From an optimization exercise on the open Yosys and OpenROAD flow, aimed at small area, a short achievable clock period and few clock cycles per item; shortcuts taken in it are not production practice. RTL that was checked went through simulation tests only; none was proved equivalent to the original.

==> inputs of run a <==
==> flow/design.v <==
module tea_cbc_engine (
    input  wire         clk,
    input  wire         rst,
    input  wire         in_valid,
    output wire         in_ready,
    input  wire [1:0]   in_op,
    input  wire         in_first,
    input  wire [127:0] in_key,
    input  wire [31:0]  in_a,
    input  wire [31:0]  in_b,
    output wire         out_valid,
    input  wire         out_ready,
    output wire [31:0]  out_a,
    output wire [31:0]  out_b
);
    reg [31:0] p, q;           
    reg [63:0] kr;             
    reg [31:0] cv_a, cv_b;     
    reg        cvz;            
    reg [5:0]  n;              
    reg        run, fixe, fixd, outv, dec;
    reg [31:0] s;              
    function [31:0] s_of;
        input [4:0] j;
        begin
            case (j)
            5'd0: s_of = 32'h9E3779B9;
            5'd1: s_of = 32'h3C6EF372;
            5'd2: s_of = 32'hDAA66D2B;
            5'd3: s_of = 32'h78DDE6E4;
            5'd4: s_of = 32'h1715609D;
            5'd5: s_of = 32'hB54CDA56;
            5'd6: s_of = 32'h5384540F;
            5'd7: s_of = 32'hF1BBCDC8;
            5'd8: s_of = 32'h8FF34781;
            5'd9: s_of = 32'h2E2AC13A;
            5'd10: s_of = 32'hCC623AF3;
            5'd11: s_of = 32'h6A99B4AC;
            5'd12: s_of = 32'h08D12E65;
            5'd13: s_of = 32'hA708A81E;
            5'd14: s_of = 32'h454021D7;
            5'd15: s_of = 32'hE3779B90;
            5'd16: s_of = 32'h81AF1549;
            5'd17: s_of = 32'h1FE68F02;
            5'd18: s_of = 32'hBE1E08BB;
            5'd19: s_of = 32'h5C558274;
            5'd20: s_of = 32'hFA8CFC2D;
            5'd21: s_of = 32'h98C475E6;
            5'd22: s_of = 32'h36FBEF9F;
            5'd23: s_of = 32'hD5336958;
            5'd24: s_of = 32'h736AE311;
            5'd25: s_of = 32'h11A25CCA;
            5'd26: s_of = 32'hAFD9D683;
            5'd27: s_of = 32'h4E11503C;
            5'd28: s_of = 32'hEC48C9F5;
            5'd29: s_of = 32'h8A8043AE;
            5'd30: s_of = 32'h28B7BD67;
            5'd31: s_of = 32'hC6EF3720;
            endcase
        end
    endfunction
    function [31:0] add;
        input [31:0] x, y;
        input        inv, ci;
        reg   [31:0] u, g, p, gn, pn;
        integer      i, j, l;
        begin
            u = x ^ {32{inv}};
            g = u & y;
            p = u ^ y;
            g[0] = g[0] | (p[0] & ci);
            for (l = 0; l < 5; l = l + 1) begin
                gn = g; pn = p;
                for (i = 0; i < 32; i = i + 1)
                    if ((i >> l) & 1) begin
                        j = ((i >> l) << l) - 1;
                        gn[i] = g[i] | (p[i] & g[j]);
                        pn[i] = p[i] & p[j];
                    end
                g = gn; p = pn;
            end
            add = x ^ y ^ {g[30:0], ci};
        end
    endfunction
    wire [5:0]  n1 = n + 6'd1;
    wire [31:0] ka = kr[31:0];
    wire [31:0] kb = kr[63:32];
    wire [31:0] t1 = {add({4'b0, q[27:0]}, {4'b0, ka[31:4]}, 1'b0, 1'b0), ka[3:0]};
    wire [31:0] t2 = add(q, s, 1'b0, 1'b0);
    wire [31:0] t3 = add({5'b0, q[31:5]}, kb, 1'b0, 1'b0);
    wire [31:0] mx = t1 ^ t2 ^ t3;
    wire [31:0] nw = add(p, mx, dec, 1'b0);
    wire in_dec = in_op[0];
    wire use_cv = in_op[1] & ~in_first & ~cvz;
    wire [31:0] ch_a = use_cv ? cv_a : 32'd0;
    wire [31:0] ch_b = use_cv ? cv_b : 32'd0;
    wire fix  = fixe | fixd;
    wire busy = run | fix;
    wire last = run & (n == 6'd63);
    wire load = in_valid & ~busy & (~outv | out_ready);
    wire acc  = (last & ~dec) | fixd;      
    assign in_ready  = acc;
    assign out_valid = outv;
    assign out_a     = p;
    assign out_b     = q;
    always @(posedge clk) begin
        if (run) begin
            kr <= (~n[0] ^ dec) ? in_key[127:64] : in_key[63:0];
            s  <= s_of(n1[5:1] ^ {5{dec}});
        end else begin
            kr <= in_dec ? in_key[127:64] : in_key[63:0];
            s  <= s_of({5{in_dec}});
        end
        if (load) begin
            n   <= 6'd0;
            dec <= in_dec;
            p   <= in_b;
            q   <= in_a;
        end else if (fix) begin
            p <= q ^ ch_a;
            q <= p ^ ch_b;
        end else if (run) begin
            n <= n1;
            p <= q;
            q <= nw;
        end
        if (rst) begin
            run  <= 1'b0;
            fixe <= 1'b0;
            fixd <= 1'b0;
            outv <= 1'b0;
            cvz  <= 1'b1;
        end else begin
            fixe <= load & ~in_dec;
            fixd <= last & dec;
            if (load & in_dec | fixe)
                run <= 1'b1;
            else if (last)
                run <= 1'b0;
            if (acc)
                outv <= 1'b1;
            else if (out_ready)
                outv <= 1'b0;
            if (acc & in_op[1]) begin
                cvz <= 1'b0;
                if (dec) begin
                    cv_a <= in_a;
                    cv_b <= in_b;
                end else begin
                    cv_a <= q;
                    cv_b <= nw;
                end
            end
        end
    end
endmodule
==> flow/flow/run.sh <==
#!/bin/bash
# The standard layout (standard.sh) with one change: buffer_ports buffers
# every input and output port with sky130_fd_sc_hd__buf_1 rather than the
# cell it picks itself (clkdlybuf4s50_1, 2.7 times the area).
set -euo pipefail
bash standard.sh BUFFER_PORTS_ARGS="-buffer_cell sky130_fd_sc_hd__buf_1" finish > standard.log 2>&1
==> flow/standard.sh <==
#!/bin/bash
# synth_recipe.tcl (not shown) runs the flow's synth.tcl, then flattens the netlist and writes it again
# the make line also repeats each setting of config.mk as NAME=value (left out here)
make -C /OpenROAD-flow-scripts/flow DESIGN_CONFIG=/design/flow/config.mk WORK_HOME=/design/flow/orfs CLKGATE_MAP_FILE= SYNTH_SCRIPT=/design/flow/synth_recipe.tcl "${@:-finish}"
==> flow/config.mk <==
export PLATFORM = sky130hd
export DESIGN_NAME = tea_cbc_engine
export DESIGN_NICKNAME = tea_cbc_engine
export VERILOG_FILES = /design/flow/design.v
export SDC_FILE = /design/flow/constraint.sdc
export NUM_CORES = 4
export LEC_CHECK = 0
export CAP_MARGIN = 20
export CORE_MARGIN = 2
export CORE_UTILIZATION = 60
export CTS_BUF_LIST = sky130_fd_sc_hd__clkbuf_4
export PLACE_DENSITY = 0.7
export SETUP_SLACK_MARGIN = 5
export SLEW_MARGIN = 20
==> flow/constraint.sdc <==
create_clock -name core_clock -period 11.0 [get_ports {clk}]
set_input_delay 2.2000 -clock core_clock [delete_from_list [all_inputs] [get_ports {clk}]]
set_output_delay 2.2000 -clock core_clock [all_outputs]
set_load 0.01 [all_outputs]
==> run b: changes against run a <==
==> flow/flow/run.sh (replaced) <==
#!/bin/bash
# The standard layout (standard.sh) with one change: buffer_ports buffers
# every input and output port with sky130_fd_sc_hd__buf_1 rather than the
# cell it picks itself (clkdlybuf4s50_1, 2.7 times the area).
# Timing repair aims 6.5 ns below the clock period.
set -euo pipefail
bash standard.sh BUFFER_PORTS_ARGS="-buffer_cell sky130_fd_sc_hd__buf_1" SETUP_SLACK_MARGIN=6.5 finish > standard.log 2>&1
--- a/flow/config.mk
+++ b/flow/config.mk
@@ -8,7 +8,4 @@
 export CAP_MARGIN = 20
 export CORE_MARGIN = 2
-export CORE_UTILIZATION = 60
-export CTS_BUF_LIST = sky130_fd_sc_hd__clkbuf_4
-export PLACE_DENSITY = 0.7
-export SETUP_SLACK_MARGIN = 5
+export CORE_UTILIZATION = 40
 export SLEW_MARGIN = 20
==> run c: changes against run a <==
--- a/flow/design.v
+++ b/flow/design.v
@@ -14,11 +14,11 @@
     output wire [31:0]  out_b
 );
-    reg [31:0] p, q;           
+    reg [31:0] p, q, m;        
     reg [63:0] kr;             
+    reg [31:0] s;              
     reg [31:0] cv_a, cv_b;     
     reg        cvz;            
-    reg [5:0]  n;              
-    reg        run, fixe, fixd, outv, dec;
-    reg [31:0] s;              
+    reg [6:0]  n;              
+    reg        run, outv, dec;
     function [31:0] s_of;
         input [4:0] j;
@@ -62,11 +62,10 @@
     function [31:0] add;
         input [31:0] x, y;
-        input        inv, ci;
-        reg   [31:0] u, g, p, gn, pn;
+        input        ci;
+        reg   [31:0] g, p, gn, pn;
         integer      i, j, l;
         begin
-            u = x ^ {32{inv}};
-            g = u & y;
-            p = u ^ y;
+            g = x & y;
+            p = x | y;
             g[0] = g[0] | (p[0] & ci);
             for (l = 0; l < 5; l = l + 1) begin
@@ -80,25 +79,42 @@
                 g = gn; p = pn;
             end
-            add = x ^ y ^ {g[30:0], ci};
+            add = x ^ (y ^ {g[30:0], ci});
         end
     endfunction
-    wire [5:0]  n1 = n + 6'd1;
+    function [31:0] csc;
+        input [31:0] x, y, z;
+        begin
+            csc = {(x[30:0] & y[30:0]) | (x[30:0] & z[30:0]) | (y[30:0] & z[30:0]), 1'b0};
+        end
+    endfunction
     wire [31:0] ka = kr[31:0];
     wire [31:0] kb = kr[63:32];
-    wire [31:0] t1 = {add({4'b0, q[27:0]}, {4'b0, ka[31:4]}, 1'b0, 1'b0), ka[3:0]};
-    wire [31:0] t2 = add(q, s, 1'b0, 1'b0);
-    wire [31:0] t3 = add({5'b0, q[31:5]}, kb, 1'b0, 1'b0);
-    wire [31:0] mx = t1 ^ t2 ^ t3;
-    wire [31:0] nw = add(p, mx, dec, 1'b0);
+    wire [31:0] nw = add(p, m, dec);
+    wire [31:0] a1 = {p[27:0], 4'b0};
+    wire [31:0] b1 = {m[27:0], 4'b0};
+    wire [31:0] t1 = add(a1 ^ b1 ^ ka, csc(a1, b1, ka) | {27'b0, dec, 4'b0}, 1'b0);
+    wire [31:0] t2 = add(p ^ m ^ s, csc(p, m, s) | {31'b0, dec}, 1'b0);
+    wire [4:0]  g5 = p[4:0] & m[4:0];
+    wire [4:0]  r5 = p[4:0] | m[4:0];
+    wire        c5 = g5[4] | (r5[4] & g5[3]) | (r5[4] & r5[3] & g5[2]) |
+                     (r5[4] & r5[3] & r5[2] & g5[1]) | (r5[4] & r5[3] & r5[2] & r5[1] & g5[0]) |
+                     (&r5 & dec);
+    wire [31:0] a3 = {5'b0, p[31:5]};
+    wire [31:0] b3 = {5'b0, m[31:5]};
+    wire [31:0] s3 = a3 ^ b3 ^ kb;
+    wire [31:0] c3 = csc(a3, b3, kb) | {31'b0, c5};
+    wire [31:0] y3 = add({5'b0, s3[26:0]}, {5'b0, c3[26:0]}, 1'b0);
+    wire        ov = (p[31] & m[31]) | ((p[31] ^ m[31]) & ~nw[31]);
+    wire        k3 = (c3[27] & y3[27]) | ((c3[27] ^ y3[27]) & ~ov);
+    wire [4:0]  kb1 = kb[31:27] + 5'd1;
+    wire [31:0] t3 = {k3 ? kb1 : kb[31:27], y3[26:0]};
+    wire [31:0] mx = t1 ^ t2 ^ t3 ^ {32{dec}};
     wire in_dec = in_op[0];
     wire use_cv = in_op[1] & ~in_first & ~cvz;
     wire [31:0] ch_a = use_cv ? cv_a : 32'd0;
     wire [31:0] ch_b = use_cv ? cv_b : 32'd0;
-    wire fix  = fixe | fixd;
-    wire busy = run | fix;
-    wire last = run & (n == 6'd63);
-    wire load = in_valid & ~busy & (~outv | out_ready);
-    wire acc  = (last & ~dec) | fixd;      
-    assign in_ready  = acc;
+    wire last = run & n[6];
+    wire load = in_valid & ~run & (~outv | out_ready);
+    assign in_ready  = last;
     assign out_valid = outv;
     assign out_a     = p;
@@ -107,5 +123,5 @@
         if (run) begin
             kr <= (~n[0] ^ dec) ? in_key[127:64] : in_key[63:0];
-            s  <= s_of(n1[5:1] ^ {5{dec}});
+            s  <= s_of(n[5:1] + {4'b0, n[0]} ^ {5{dec}});
         end else begin
             kr <= in_dec ? in_key[127:64] : in_key[63:0];
@@ -113,36 +129,41 @@
         end
         if (load) begin
-            n   <= 6'd0;
+            n   <= 7'd0;
             dec <= in_dec;
-            p   <= in_b;
-            q   <= in_a;
-        end else if (fix) begin
-            p <= q ^ ch_a;
-            q <= p ^ ch_b;
+            m   <= {32{in_dec}};
+            if (in_dec) begin
+                p <= in_a;
+                q <= in_b;
+            end else begin
+                p <= in_b ^ ch_b;
+                q <= in_a ^ ch_a;
+            end
         end else if (run) begin
-            n <= n1;
-            p <= q;
-            q <= nw;
+            n <= n + 7'd1;
+            m <= mx;
+            if (last & dec) begin
+                p <= nw ^ ch_a;
+                q <= q ^ ch_b;
+            end else begin
+                p <= q;
+                q <= nw;
+            end
         end
         if (rst) begin
             run  <= 1'b0;
-            fixe <= 1'b0;
-            fixd <= 1'b0;
             outv <= 1'b0;
             cvz  <= 1'b1;
         end else begin
-            fixe <= load & ~in_dec;
-            fixd <= last & dec;
-            if (load & in_dec | fixe)
+            if (load)
                 run <= 1'b1;
             else if (last)
                 run <= 1'b0;
-            if (acc)
+            if (last)
                 outv <= 1'b1;
             else if (out_ready)
                 outv <= 1'b0;
-            if (acc & in_op[1]) begin
+            if (last & in_op[1]) begin
                 cvz <= 1'b0;
-                if (dec) begin
+                if (in_dec) begin
                     cv_a <= in_a;
                     cv_b <= in_b;
==> flow/flow/run.sh (replaced) <==
#!/bin/bash
# The standard layout (standard.sh), with Yosys's extraction of full and
# half adders into fa/ha cells turned off, so that ABC maps the adders itself.
set -euo pipefail
export ADDER_MAP_FILE=
bash standard.sh > standard.log 2>&1
--- a/flow/config.mk
+++ b/flow/config.mk
@@ -8,7 +8,5 @@
 export CAP_MARGIN = 20
 export CORE_MARGIN = 2
-export CORE_UTILIZATION = 60
-export CTS_BUF_LIST = sky130_fd_sc_hd__clkbuf_4
-export PLACE_DENSITY = 0.7
+export CORE_UTILIZATION = 40
 export SETUP_SLACK_MARGIN = 5
 export SLEW_MARGIN = 20
==> run d: changes against run a <==
--- a/flow/config.mk
+++ b/flow/config.mk
@@ -8,7 +8,8 @@
 export CAP_MARGIN = 20
 export CORE_MARGIN = 2
-export CORE_UTILIZATION = 60
-export CTS_BUF_LIST = sky130_fd_sc_hd__clkbuf_4
-export PLACE_DENSITY = 0.7
+export CORE_UTILIZATION = 40
+export CTS_BUF_LIST = sky130_fd_sc_hd__clkbuf_16
+export CTS_CLUSTER_DIAMETER = 80
+export CTS_CLUSTER_SIZE = 24
 export SETUP_SLACK_MARGIN = 5
 export SLEW_MARGIN = 20
==> results.txt <==
Run c produced a clean layout. Run a went through all stages and came out clean. Run b finished with timing, DRC and antenna clean. Run d went through all stages and came out clean.
Utilization, lowest first: run d, run c, run b, run a.
Die area: run b is lower than run c (26%).
Against run a, the count of clock-buffer cells in the layout of run c is lower by 52.
Setup slack: run b > run a > run d > run c.
Worst hold slack: run a < run d < run b < run c.
Design area, lowest first: run a, run d, run b, run c.
Between run b and run a, the lower clock skew is in run b (gap 0.020 ns).
==> figures <==
metric                                                           run a        run b        run c        run d
Post-placement cell count                                         2239         2431         3479         2430
Number of flip-flops and latches                                   236          236          267          236
Post-detailed-route wirelength per cell                        20.6 um      21.2 um      21.6 um      20.9 um
Clock network share of area                                     0.0449       0.0499       0.0412       0.0427
Number of buffer and inverter stages on the critical path            1            1            0            1
Layout cell share with drive strength beyond 1                   0.123        0.170       0.0706       0.0939
Filler Cell Count                                                 2204         3819         5282         3906
Status                                        timing/DRC/antenna clean  timing/DRC/antenna clean  timing/DRC/antenna clean  timing/DRC/antenna clean
Area taken by flip-flops and latches                         6020 um^2    6020 um^2    6960 um^2    6020 um^2
Worst slack, placed                                            5.42 ns      5.54 ns      5.40 ns      5.40 ns
End of the worst register-to-register path                    cv_b[31]        q[23]        p[18]        q[23]
Final Instance Area                                         18700 um^2   20200 um^2   26600 um^2   18900 um^2
Hold Startpoint                                                   n[1]         n[1]         n[4]         n[1]
Testbench counts of run a, summed over its fixed seeds: cycles 211,208, items 3,200.
Testbench counts of run b, summed over its fixed seeds: cycles 211,208, items 3,200.
Testbench counts of run d, summed over its fixed seeds: cycles 211,208, items 3,200.
No functional check of the RTL was part of run c.

port drivers added, routing unchanged:
The results above use ideal ports. As a check the final layouts listed here were re-extracted and re-timed, cells and wires unchanged.
Step 1 sets driving cells, clkbuf_16 on the clock port and buf_2 on the other inputs (assumed; they add their load-dependent delay and slew).
Step 2, shift: input delay + t, output delay - t, t = (earliest + latest rising clock arrival at the registers) / 2. This alone moves slack from input paths to output paths.
Three values: ideal, step 1, step 2; two values: the first two.
run	t, ns	slack for setup (ns)	hold WS [ns]
run a	0.693	5.360 / 5.360 / 5.360	0.471 / 0.471 / 0.471
run b	0.615	5.849 / 5.849 / 5.849	0.493 / 0.493 / 0.493
run c	0.615	5.241 / 5.241 / 5.241	0.502 / 0.502 / 0.502
run d	0.593	5.343 / 5.343 / 5.343	0.481 / 0.481 / 0.481
After both steps setup and hold are still met in every run listed.
